Source: an optimization exercise on an open RTL-to-GDS flow (aim: small area, a short achievable clock period and few clock cycles). Production flows keep margins and buffers that such runs may drop.
Function was checked by simulation only, so behaviour that the tests miss may differ from the original.
Power is estimated from default activity; no workload was simulated.

==> design/flow/design.v <==
module ca_engine (
    input  wire        clk,
    input  wire        rst,         
    input  wire        cmd_valid,
    output wire        cmd_ready,
    input  wire [31:0] cmd,
    output reg         rsp_valid,
    output reg  [3:0]  rsp_err,
    output reg  [31:0] rsp_data
);
    localparam integer W    = 101;
    localparam integer CTR  = 50;
    localparam [8:0] TAG_PAR = 9'b111101010;
    localparam [3:0] E_NONE    = 4'd0;
    localparam [3:0] E_ILLEGAL = 4'd1;
    localparam [3:0] E_RANGE   = 4'd2;
    localparam [3:0] E_KEYOVF  = 4'd4;
    localparam [3:0] E_STATE   = 4'd5;
    localparam [3:0] E_DONE    = 4'd6;
    localparam [3:0] E_ALIGN   = 4'd7;
    localparam [7:0] OP_SETMODE = 8'h10;
    localparam [7:0] OP_SETNL   = 8'h11;
    localparam [7:0] OP_SETSL   = 8'h12;
    localparam [7:0] OP_SETRULE = 8'h13;
    localparam [7:0] OP_LENLO   = 8'h14;
    localparam [7:0] OP_LENHI   = 8'h15;
    localparam [7:0] OP_KEYCLR  = 8'h20;
    localparam [7:0] OP_KEYPUSH = 8'h21;
    localparam [7:0] OP_START   = 8'h30;
    localparam [7:0] OP_STEP    = 8'h31;
    localparam [7:0] OP_KSB     = 8'h32;
    localparam [7:0] OP_XORB    = 8'h33;
    localparam [7:0] OP_RDSTAT  = 8'h40;
    localparam [7:0] OP_RDCNT   = 8'h41;
    localparam [7:0] OP_RDLEN   = 8'h42;
    localparam [7:0] OP_RDCELL  = 8'h43;
    localparam [7:0] OP_RDKS    = 8'h44;
    localparam [7:0] OP_RDCFG   = 8'h45;
    localparam [7:0] OP_RDRULE  = 8'h46;
    localparam [7:0] OP_RDPARAM = 8'h47;
    localparam [7:0] OP_RESET   = 8'hF0;
    localparam [7:0] R_HOLD  = 8'hCC;      
    localparam [7:0] R_SHIFT = 8'hAA;      
    localparam [7:0] R_CLEAR = 8'h00;
    reg [4*W-1:0] rows;         
    reg [255:0]   rules;        
    reg [15:0]    slen;         
    reg [2:0]     nlayers;
    reg           stream;
    reg [31:0]    len;
    reg [31:0]    keypar;       
    reg [5:0]     klen;
    reg           seeded;
    reg           ksvalid;
    reg [7:0]     acc;
    reg [7:0]     ksreg;
    reg [34:0]    gen;          
    reg [5:0]     errs;         
    wire [31:0] outcnt = gen[34:3];
    wire [2:0]  bitcnt = gen[2:0];
    wire [7:0]  errs8  = {errs[5:2], 1'b0, errs[1:0], 1'b0};
    reg        ready_q;
    reg        v_q;
    reg [31:0] c_q;
    reg [31:0] arule;           
    reg [11:0] rslot;           
    reg [3:0]  gen_cnt;         
    reg        gen_long;        
    reg        cur_step;
    reg [7:0]  cur_x;
    reg        lag_v, lag_bc7, lag_last, lag_step;
    reg [7:0]  lag_x;
    reg        sd;              
    reg [3:0]  seed_t;
    reg [5:0]  n_q;
    reg [47:0] ptr;
    reg        rc_act;          
    reg [6:0]  rc_t;
    reg [6:0]  rc_idx;
    reg [1:0]  rc_lay;
    reg        rc_bit;
    reg        rr_act;          
    reg [2:0]  rr_slot;
    reg [1:0]  rr_lay;
    reg        bulk_q;          
    reg        zero_p;          
    reg        eq0_q;           
    reg        eqp1_q;          
    assign cmd_ready = ready_q;
    wire accept = cmd_valid & ready_q;
    wire [7:0]  op      = c_q[31:24];
    wire        lay_bad = c_q[19] | c_q[18];
    wire        slot_bad = c_q[11];
    wire [1:0]  f_lay   = c_q[17:16];
    wire [2:0]  f_slot  = c_q[10:8];
    wire [7:0]  f_imm8  = c_q[7:0];
    wire [15:0] f_imm16 = c_q[15:0];
    reg illegal;
    always @(*) begin
        case (op)
            OP_SETMODE:                       illegal = |c_q[23:4];
            OP_SETNL, OP_KEYPUSH,
            OP_XORB, OP_RDPARAM:              illegal = |c_q[23:8];
            OP_SETSL:                         illegal = (|c_q[23:20]) | (|c_q[15:5]);
            OP_SETRULE:                       illegal = (|c_q[23:20]) | (|c_q[15:12]);
            OP_LENLO, OP_LENHI:               illegal = |c_q[23:16];
            OP_KEYCLR, OP_START, OP_STEP,
            OP_KSB, OP_RDSTAT, OP_RDCNT,
            OP_RDLEN, OP_RDKS, OP_RDCFG,
            OP_RESET:                         illegal = |c_q[23:0];
            OP_RDCELL:                        illegal = |c_q[23:20];
            OP_RDRULE:                        illegal = (|c_q[23:20]) | (|c_q[15:12]) | (|c_q[7:0]);
            default:                          illegal = 1'b1;
        endcase
    end
    wire is_genop = (op == OP_STEP) | (op == OP_KSB) | (op == OP_XORB);
    wire is_step  = (op == OP_STEP);
    wire op_multi = (op == OP_START) | is_genop | (op == OP_RESET) |
                    (op == OP_RDCELL) | (op == OP_RDRULE);
    wire idle = (gen_cnt == 4'd0) & ~sd & ~lag_v & ~bulk_q & ~zero_p & ~rr_act & ~rc_act;
    wire ovl_gen  = (gen_cnt == 4'd1) & gen_long;
    wire ovl_seed = sd & (seed_t == 4'd12);
    wire ovl_ok   = v_q & (ovl_gen | ovl_seed) & is_genop & ~illegal & seeded &
                    ~(ovl_gen ? eqp1_q : eq0_q);
    wire consume_idle = v_q & idle;
    wire consume      = consume_idle | ovl_ok;
    wire gen_pass  = seeded & ~eq0_q & (is_step | (bitcnt == 3'd0));
    wire start_gen = ovl_ok | (consume_idle & is_genop & ~illegal & gen_pass);
    wire start_seed = consume_idle & (op == OP_START) & ~illegal;
    wire rc_range   = lay_bad | (f_imm16 >= W);
    wire start_rc   = consume_idle & (op == OP_RDCELL) & ~illegal & ~rc_range;
    wire start_rr   = consume_idle & (op == OP_RDRULE) & ~illegal & ~lay_bad & ~slot_bad;
    wire soft_reset = consume_idle & (op == OP_RESET) & ~illegal;
    reg  [3:0]  c_err;
    reg  [31:0] c_data;
    always @(*) begin
        c_err  = E_NONE;
        c_data = 32'd0;
        if (illegal) begin
            c_err = E_ILLEGAL;
        end else begin
            case (op)
            OP_SETMODE: if (c_q[1:0] != 2'd0 || c_q[2]) c_err = E_RANGE;
            OP_SETNL:   if (f_imm8 > 8'd4) c_err = E_RANGE;
            OP_SETSL:   if (lay_bad || c_q[4:0] > 5'd8) c_err = E_RANGE;
            OP_SETRULE: if (lay_bad || slot_bad) c_err = E_RANGE;
            OP_KEYPUSH: if (klen[5]) c_err = E_KEYOVF;
            OP_STEP, OP_KSB, OP_XORB:
                if (!seeded)                         c_err = E_STATE;
                else if (eq0_q)                      c_err = E_DONE;
                else if (!is_step && bitcnt != 3'd0) c_err = E_ALIGN;
            OP_RDSTAT:  c_data = {16'd0, errs8, 2'b00, bitcnt, ksvalid, seeded & eq0_q, seeded};
            OP_RDCNT:   c_data = outcnt;
            OP_RDLEN:   c_data = len;
            OP_RDCELL:  if (rc_range) c_err = E_RANGE;
            OP_RDKS:    c_data = {7'd0, ksvalid, 5'd0, bitcnt, acc, ksreg};
            OP_RDCFG:   c_data = {10'd0, klen, 3'd0, 2'b00, nlayers, 4'd0, stream, 3'b000};
            OP_RDRULE:  if (lay_bad || slot_bad) c_err = E_RANGE;
            OP_RDPARAM:
                case (f_imm8)
                    8'd0: c_data = 32'h43414531;
                    8'd1: c_data = W;
                    8'd2: c_data = 32'd4;
                    8'd3: c_data = 32'd8;
                    8'd4: c_data = 32'd32;
                    default: c_err = E_RANGE;
                endcase
            default: ;
            endcase
        end
    end
    wire c_ok = (c_err == E_NONE);
    wire resp_now = consume & ~start_gen & ~start_rc & ~start_rr;
    wire [3:0] lact = {nlayers == 3'd4, nlayers >= 3'd3, nlayers >= 3'd2, 1'b1};
    reg  [7:0] nrule   [0:3];
    reg  [7:0] gen_rule[0:3];
    integer l;
    always @(*) begin
        for (l = 0; l < 4; l = l + 1) begin
            nrule[l] = rules[{l[1:0], (rr_act ? rr_slot : rslot[l*3 +: 3])}*8 +: 8];
            if (!lact[l])
                gen_rule[l] = R_HOLD;
            else if (nlayers == 3'd0 || slen[l*4 +: 4] == 4'd0)
                gen_rule[l] = 8'd30;
            else
                gen_rule[l] = nrule[l];
        end
    end
    wire ld_gen  = start_gen | (gen_cnt > 4'd1);
    wire ld_seed = start_seed | (sd & (seed_t != 4'd12));
    wire ld_rot  = start_rc | (rc_act & (rc_t < 7'd100));
    wire [5:0] n_c = klen + (stream ? 6'd9 : 6'd0);
    function [5:0] pmod;
        input [6:0] x;
        input [5:0] n;
        integer k;
        begin
            pmod = 6'd0;
            for (k = 1; k <= 41; k = k + 1)
                if (n == k) pmod = x % k;
        end
    endfunction
    wire [63:0] ev = stream ? {23'd0, keypar, TAG_PAR} : {32'd0, keypar};
    wire [7:0]  inj;
    genvar gs;
    generate
        for (gs = 0; gs < 8; gs = gs + 1) begin : SEG
            assign inj[gs] = (n_q != 6'd0) ? ev[ptr[gs*6 +: 6]]
                                           : ((gs == 3) && (seed_t == 4'd11));
        end
    endgenerate
    function integer seg_top;
        input integer s;
        begin
            seg_top = (s == 7) ? 100 : 13 * s + 12;
        end
    endfunction
    function integer seg_of_top;       
        input integer i;
        integer s;
        begin
            seg_of_top = -1;
            for (s = 0; s < 8; s = s + 1)
                if (seg_top(s) == i) seg_of_top = s;
        end
    endfunction
    wire [4*W-1:0] rows_d;
    genvar gl, gi;
    generate
        for (gl = 0; gl < 4; gl = gl + 1) begin : LAY
            for (gi = 0; gi < W; gi = gi + 1) begin : CELL
                wire [2:0] p = {rows[gl*W + ((gi + W - 1) % W)],
                                rows[gl*W + gi],
                                rows[gl*W + ((gi + 1) % W)]};
                wire nx = arule[gl*8 + p];
                if (seg_of_top(gi) >= 0) begin : TOP
                    assign rows_d[gl*W + gi] = sd ? (inj[seg_of_top(gi)] & lact[gl]) : nx;
                end else begin : MID
                    assign rows_d[gl*W + gi] = nx;
                end
            end
        end
    endgenerate
    wire ext = rows[CTR] ^ rows[W + CTR] ^ rows[2*W + CTR] ^ rows[3*W + CTR];
    wire [7:0] acc_nx = {acc[6:0], ext};
    wire [31:0] outcnt_p1 = outcnt + 32'd1;
    integer s;
    always @(posedge clk) begin
        rows <= rows_d;
        if (ready_q) c_q <= cmd;
        v_q <= ~rst & (accept | (v_q & ~consume));
        ready_q <= ~rst & (~(accept | (v_q & ~consume)) |
                   (~bulk_q & (gen_cnt == 4'd0) & ~(sd & (seed_t != 4'd12)) &
                    ~(rc_act & (rc_t != 7'd101)) & ~(consume & op_multi)));
        for (l = 0; l < 4; l = l + 1) begin
            if (bulk_q)
                arule[l*8 +: 8] <= R_CLEAR;
            else if (ld_gen)
                arule[l*8 +: 8] <= gen_rule[l];
            else if (ld_seed)
                arule[l*8 +: 8] <= lact[l] ? R_SHIFT : R_CLEAR;
            else if (ld_rot)
                arule[l*8 +: 8] <= R_SHIFT;
            else
                arule[l*8 +: 8] <= R_HOLD;
            if (ld_gen)
                rslot[l*3 +: 3] <= ({1'b0, rslot[l*3 +: 3]} + 4'd1 >= slen[l*4 +: 4])
                                   ? 3'd0 : rslot[l*3 +: 3] + 3'd1;
        end
        if (gen_cnt != 4'd0) gen <= gen + 35'd1;
        lag_v    <= ~rst & (gen_cnt != 4'd0);
        lag_bc7  <= (bitcnt == 3'd7);
        lag_last <= (gen_cnt == 4'd1);
        lag_step <= cur_step;
        lag_x    <= cur_x;
        if (rst)
            gen_cnt <= 4'd0;
        else if (start_gen)
            gen_cnt <= is_step ? 4'd1 : 4'd8;
        else if (gen_cnt != 4'd0)
            gen_cnt <= gen_cnt - 4'd1;
        if (start_gen) begin
            gen_long <= ~is_step;
            cur_step <= is_step;
            cur_x    <= (op == OP_XORB) ? f_imm8 : 8'd0;
        end
        if (lag_v) begin
            acc <= acc_nx;
            if (lag_bc7) begin
                ksreg   <= acc_nx;
                ksvalid <= 1'b1;
            end
        end
        if (rst)
            sd <= 1'b0;
        else if (start_seed)
            sd <= 1'b1;
        else if (seed_t == 4'd12)
            sd <= 1'b0;
        if (start_seed) begin
            seed_t <= 4'd0;
            n_q    <= n_c;
            ptr    <= {pmod(7'd88, n_c), pmod(7'd78, n_c), pmod(7'd65, n_c), pmod(7'd52, n_c),
                       pmod(7'd39, n_c), pmod(7'd26, n_c), pmod(7'd13, n_c), 6'd0};
        end else if (sd) begin
            seed_t <= seed_t + 4'd1;
            for (s = 0; s < 8; s = s + 1)
                ptr[s*6 +: 6] <= (ptr[s*6 +: 6] + 6'd1 == n_q) ? 6'd0 : ptr[s*6 +: 6] + 6'd1;
        end
        if (rst)
            rc_act <= 1'b0;
        else if (start_rc)
            rc_act <= 1'b1;
        else if (rc_t == 7'd101)
            rc_act <= 1'b0;
        if (start_rc) begin
            rc_t   <= 7'd0;
            rc_idx <= f_imm16[6:0];
            rc_lay <= f_lay;
        end else if (rc_act) begin
            rc_t <= rc_t + 7'd1;
            if (rc_t == rc_idx) rc_bit <= rows[rc_lay*W];
        end
        rr_act <= ~rst & start_rr;
        if (start_rr) begin
            rr_slot <= f_slot;
            rr_lay  <= f_lay;
        end
        bulk_q <= rst | soft_reset;
        zero_p <= bulk_q;
        eq0_q  <= (len == outcnt);
        eqp1_q <= (len == outcnt_p1);
        if (consume & ~illegal & c_ok) begin
            case (op)
            OP_SETMODE: begin stream <= c_q[3]; seeded <= 1'b0; end
            OP_SETNL:   begin nlayers <= f_imm8[2:0]; seeded <= 1'b0; end
            OP_SETSL:   begin slen[f_lay*4 +: 4] <= c_q[3:0]; seeded <= 1'b0; end
            OP_SETRULE: begin rules[{f_lay, f_slot}*8 +: 8] <= f_imm8; seeded <= 1'b0; end
            OP_LENLO:   begin len[15:0]  <= f_imm16; seeded <= 1'b0; eq0_q <= ({len[31:16], f_imm16} == outcnt); end
            OP_LENHI:   begin len[31:16] <= f_imm16; seeded <= 1'b0; eq0_q <= ({f_imm16, len[15:0]} == outcnt); end
            OP_KEYCLR:  begin klen <= 6'd0; seeded <= 1'b0; end
            OP_KEYPUSH: begin keypar[klen[4:0]] <= f_imm8[0]; klen <= klen + 6'd1; seeded <= 1'b0; end
            OP_START: begin
                seeded  <= 1'b1;
                gen     <= 35'd0;
                acc     <= 8'd0;
                ksreg   <= 8'd0;
                ksvalid <= 1'b0;
                rslot   <= 12'd0;
            end
            default: ;
            endcase
        end
        if (consume_idle & ~c_ok)
            case (c_err)
                E_ILLEGAL: errs[0] <= 1'b1;
                E_RANGE:   errs[1] <= 1'b1;
                E_KEYOVF:  errs[2] <= 1'b1;
                E_STATE:   errs[3] <= 1'b1;
                E_DONE:    errs[4] <= 1'b1;
                E_ALIGN:   errs[5] <= 1'b1;
                default: ;
            endcase
        rsp_valid <= ~rst & (resp_now | (lag_v & lag_last) | rr_act | (rc_act & (rc_t == 7'd101)));
        if (lag_v & lag_last) begin
            rsp_err  <= E_NONE;
            rsp_data <= lag_step ? {30'd0, lag_bc7, ext} : {24'd0, acc_nx ^ lag_x};
        end else if (rr_act) begin
            rsp_err  <= E_NONE;
            rsp_data <= {19'd0, 1'b0, slen[rr_lay*4 +: 4], nrule[rr_lay]};
        end else if (rc_act) begin
            rsp_err  <= E_NONE;
            rsp_data <= {31'd0, rc_bit};
        end else begin
            rsp_err  <= c_err;
            rsp_data <= c_data;
        end
        if (bulk_q) begin
            stream  <= 1'b0;
            nlayers <= 3'd0;
            slen    <= 16'd0;
            for (s = 0; s < 32; s = s + 1)
                rules[s*8 +: 8] <= 8'd30;
            len     <= 32'd0;
            klen    <= 6'd0;
            seeded  <= 1'b0;
            ksvalid <= 1'b0;
            acc     <= 8'd0;
            ksreg   <= 8'd0;
            gen     <= 35'd0;
            errs    <= 6'd0;
            gen_cnt <= 4'd0;
            sd      <= 1'b0;
            rc_act  <= 1'b0;
            rr_act  <= 1'b0;
        end
    end
endmodule
==> design/flow/run.sh <==
#!/bin/bash
# synth_recipe.tcl (not shown) runs the flow's synth.tcl, then flattens the netlist and writes it again
# the make line also repeats each setting of config.mk as NAME=value (left out here)
make -C /OpenROAD-flow-scripts/flow DESIGN_CONFIG=/design/flow/config.mk WORK_HOME=/design/flow/orfs CLKGATE_MAP_FILE= SYNTH_SCRIPT=/design/flow/synth_recipe.tcl finish
==> design/flow/config.mk <==
export PLATFORM = sky130hd
export DESIGN_NAME = ca_engine
export DESIGN_NICKNAME = ca_engine
export VERILOG_FILES = /design/flow/design.v
export SDC_FILE = /design/flow/constraint.sdc
export NUM_CORES = 4
export LEC_CHECK = 0
export CAP_MARGIN = 20
export CORE_MARGIN = 2
export CORE_UTILIZATION = 40
export PLACE_DENSITY = 0.6
export SLEW_MARGIN = 20
==> design/flow/constraint.sdc <==
create_clock -name core_clock -period 5.0 [get_ports {clk}]
set_input_delay 1.0000 -clock core_clock [delete_from_list [all_inputs] [get_ports {clk}]]
set_output_delay 1.0000 -clock core_clock [all_outputs]
set_load 0.01 [all_outputs]
==> flow_summary.yaml <==
run_status:
  status: "complete, no violations"
placement:
  dp_hpwl_um: 125200
  placed_cells_incl_taps: 7588
  place_ws_ns: 0.9370
  gp_congestion: 0.9209
  io_buffers: 71
cells_and_area:
  syn_to_final_growth_pct: 9.217
  stdcell_count: 7809
  nFillCells: 15628
  antenna_cells: 0
  final_cell_mix: "mux4_2 (933), dfxtp_1 (863), mux2_2 (416)"
  final_common_cell: "mux4_2"
  layout-drive-gt1-share: 0.3257
  finalNetCount: 5576
clock_tree:
  root_buffer: "clkbuf_16"
  cts_tree: "yes"
  cts_setup_buffers: 0
  h-tree-depth: 3
  ctsHoldBuffers: 0
  cts_resized: 0
  cts_sinks: 1036
  cts_buffers: 115
  clk_pin_slew_worst_paths_ns: 0.07
  cts_buffer_depth: 3
  insertion_delay_ns: 0.76
critical_path:
  crit_chain: "buf_4 > inv_1 > ha_1 > or3b_2 > nand4_1 > a221oi_1 > or3_1 > a21o_1 > or3_1 > nor2_2 > buf_4"
  cp-start-kind: "flop"
  path_buf_inv: 3
  arrival_ns: 4.55
  ff2ff_setup_slack_ns: 0.84
  end_kind: "flop"
  worst-setup-path-type: "reg -> reg"
  reg2reg_to: "keypar[5]"
  rr_startpoint: "c_q[16]"
  worst_ep_required_time_ns: 5.38
  max_stage_delay_ns: 0.54
  cp_top_family: "simple AND/OR/NAND/NOR gates"
  crit_start: "c_q[16]"
  rr_worst_depth: 11
  crit_slowest_cell: "or3_1"
  crit_fanout: 32
synth:
  synth.net_count: 5928
  yosysTopAreaCellShare: 0.3071
  synth_adder_area_share: 0.009327
  syn_area_per_cell_sq_um: 11.71
  synth_edf_count: 137
  ys.flop_type: "dfxtp_1"
  synth-seq-cells: 1036
  synthTopCellsByArea: "mux4_2 (31%), dfxtp_1 (26%), mux2_2 (6.8%), edfxtp_1 (6.0%), mux2i_1 (5.7%)"
  ys_warn_count: 3
  synth_xor_xnor_area_share: 0.03098
  synth_seq_area_share: 0.3232
  synth_top_area_cell: "mux4_2"
  synth-simple-area-share: 0.09753
  async_flop_share: 0
  synth_area_sq_mm: 0.06842
  synth_top_family_by_area: "multiplexers"
  synthMuxAreaShare: 0.4324
  synth_compound_area_frac: 0.06401
  syn_inst: 5842
  yosysUniqueCellTypes: 90
timing:
  setup_viol: 0
  worstMarginPinSlew_ns: 1.144
  setup-tns-final_ns: 0
  min_period_ns: 4.164
  finalCritPeriodShare: 0.8329
  hold_viol: 0
  timing.final.max_slew_violations: 0
  final.setup.worst_slack_ns: 0.8357
  worst_slew_margin_rel: 0.2303
  rsz0062_at_grt: "false"
  fin_skew_ns: 0.03406
  max_freq_mhz: 240.1
hold_path:
  hold_start: "cur_x[1]"
  min_to: "lag_x[1]"
  worst_hold_path.num_cells: 0
  hold_class: "reg -> reg"
drt:
  drt_iter0_drc: 5556
  vias: 49959
  post-route-drc-count: 0
  wl_per_cell_um: 25.08
  vias_per_cell: 6.398
  dr.pass1.iters: 7
  ant_nets: 0
  wirelength_um: 195900
pwr:
  ir_worst_vdd_mv: 0.2938
  power.leakage_nw: 26.67
  power.density_mw_per_mm2: 246.9
floorplanning:
  die_h_um: 417.6
  fp.coreArea_sq_mm: 0.1697
  die_w_um: 417.6
  dieArea_sq_mm: 0.1744
  io_pins: 73
  initial_core_util: 0.4033
  rows: 151
global_route:
  grt_max_degree: 225
  grt_pass1_wl_um: 303700
  first_global_vias: 48774
  grt_usage: 0.2190
  overflow: 0
  antenna_found_initial: 2
run:
  cap_violations: 0
synthesized netlist by cell type, types with 36 or more instances:
cell      count
mux4_2      933
dfxtp_1     899
clkbuf_1    665
mux2_2      416
nor2_1      410
mux2i_1     388
nand2_1     279
a21oi_1     175
nand2b_1    160
xnor2_1     146
o21ai_0     144
edfxtp_1    137
xor2_1       96
nand3_1      93
o22ai_1      69
inv_1        66
nor3_1       66
ha_1         51
nand4_1      51
a211oi_1     36
layer usage:
layer  up-vias  global-route usage  share of wire  wire (um)
li1      21787                   -              -          -
met1     25882              0.3130           0.43      83880
met2      1942              0.3347           0.46      90370
met3       348             0.02899          0.067      13100
met4         0             0.09148          0.044       8523
met5         -                   0              0          0
registers in the layout, indices dropped and copies added, names as in the netlist, 32 cells and up:
register,flops
keypar,32
c_q,32
ptr,48
arule,32
gen,35
rules,256
rsp_data,32
rows,404
len,32
report_power, final:
part	switching, W	internal, W
Clock	0.00377	0.00525
Combinational	0.000456	0.000329
Sequential	0.000182	0.00846
Total	0.00441	0.0140
area by class of cell:
class | instances | area, sq um | share of cell area
Clock buffer | 163 | 3313 | 0.04434
Clock inverter | 55 | 684.4 | 0.009159
Inverter | 69 | 259.0 | 0.003466
Multi-Input combinational cell | 4036 | 43510 | 0.5823
Sequential cell | 1036 | 22180 | 0.2969
Tap cell | 2218 | 2775 | 0.03714
Timing Repair Buffer | 232 | 1997 | 0.02672
worst max path at each step:
| stage | endpoint | slack (ns) | depth (start not counted) |
|---|---|---|---|
| detailed placement | keypar[5] | 0.94 | 11 |
| global route | rules[254] | 0.59 | 8 |
| floorplan | keypar[0] | 0.36 | 11 |
| finish | keypar[5] | 0.84 | 11 |
| global placement | rules[62] | 0.93 | 8 |
| CTS | keypar[12] | 0.87 | 11 |
metrics by stage:
step	hold slack [ns]	utilization	area, sq um	power, W
after detailed placement	0.3283	0.4162	70620	0.009592
after CTS	0.3292	0.4398	74620	0.01863
after floorplan	0.3233	-	68420	0.009293
final	0.3422	0.4404	74720	0.01845
after global placement	0.3244	0.4162	70620	0.009593
after global routing	0.3514	0.4404	74720	0.01901
cells by family after synthesis:
kind of cell	after synthesis
buf+inv	770
other cells	1
simple gates	1332
flops	1036
fa+ha+maj	51
xor+xnor	242
compound gates	673
mux	1737
Testbench counts, summed over its fixed seeds: cycles 13,448.

==> separate check: timing with driven ports <==
How much do the figures lean on ideal ports? The routed layout below was timed once more, with nothing changed but the port constraints.
Step 1 assumes that a clkbuf_16 drives the clock port and a buf_2 every other input.
Step 2 adds t to the input delays and takes it off the output delays; t is the mean of the earliest and latest rising clock arrival at the registers after step 1. Input paths then give back, and output paths get back, about the clock's delay inside the block.
a / b / c = ideal ports / drivers / drivers and shift; a / b = the first two.
t, ns: 0.819
slack for setup (ns): 0.836 / 0.836 / 0.836
hold slack, ns: 0.342 / 0.342 / 0.342
worst setup path at the end: register to register
worst data-port slew with drivers (ns): 0.10
After both steps setup and hold are still met in this run. The setup slack of this run moves by 0.000 ns with the drivers and by 0.000 ns with both steps.
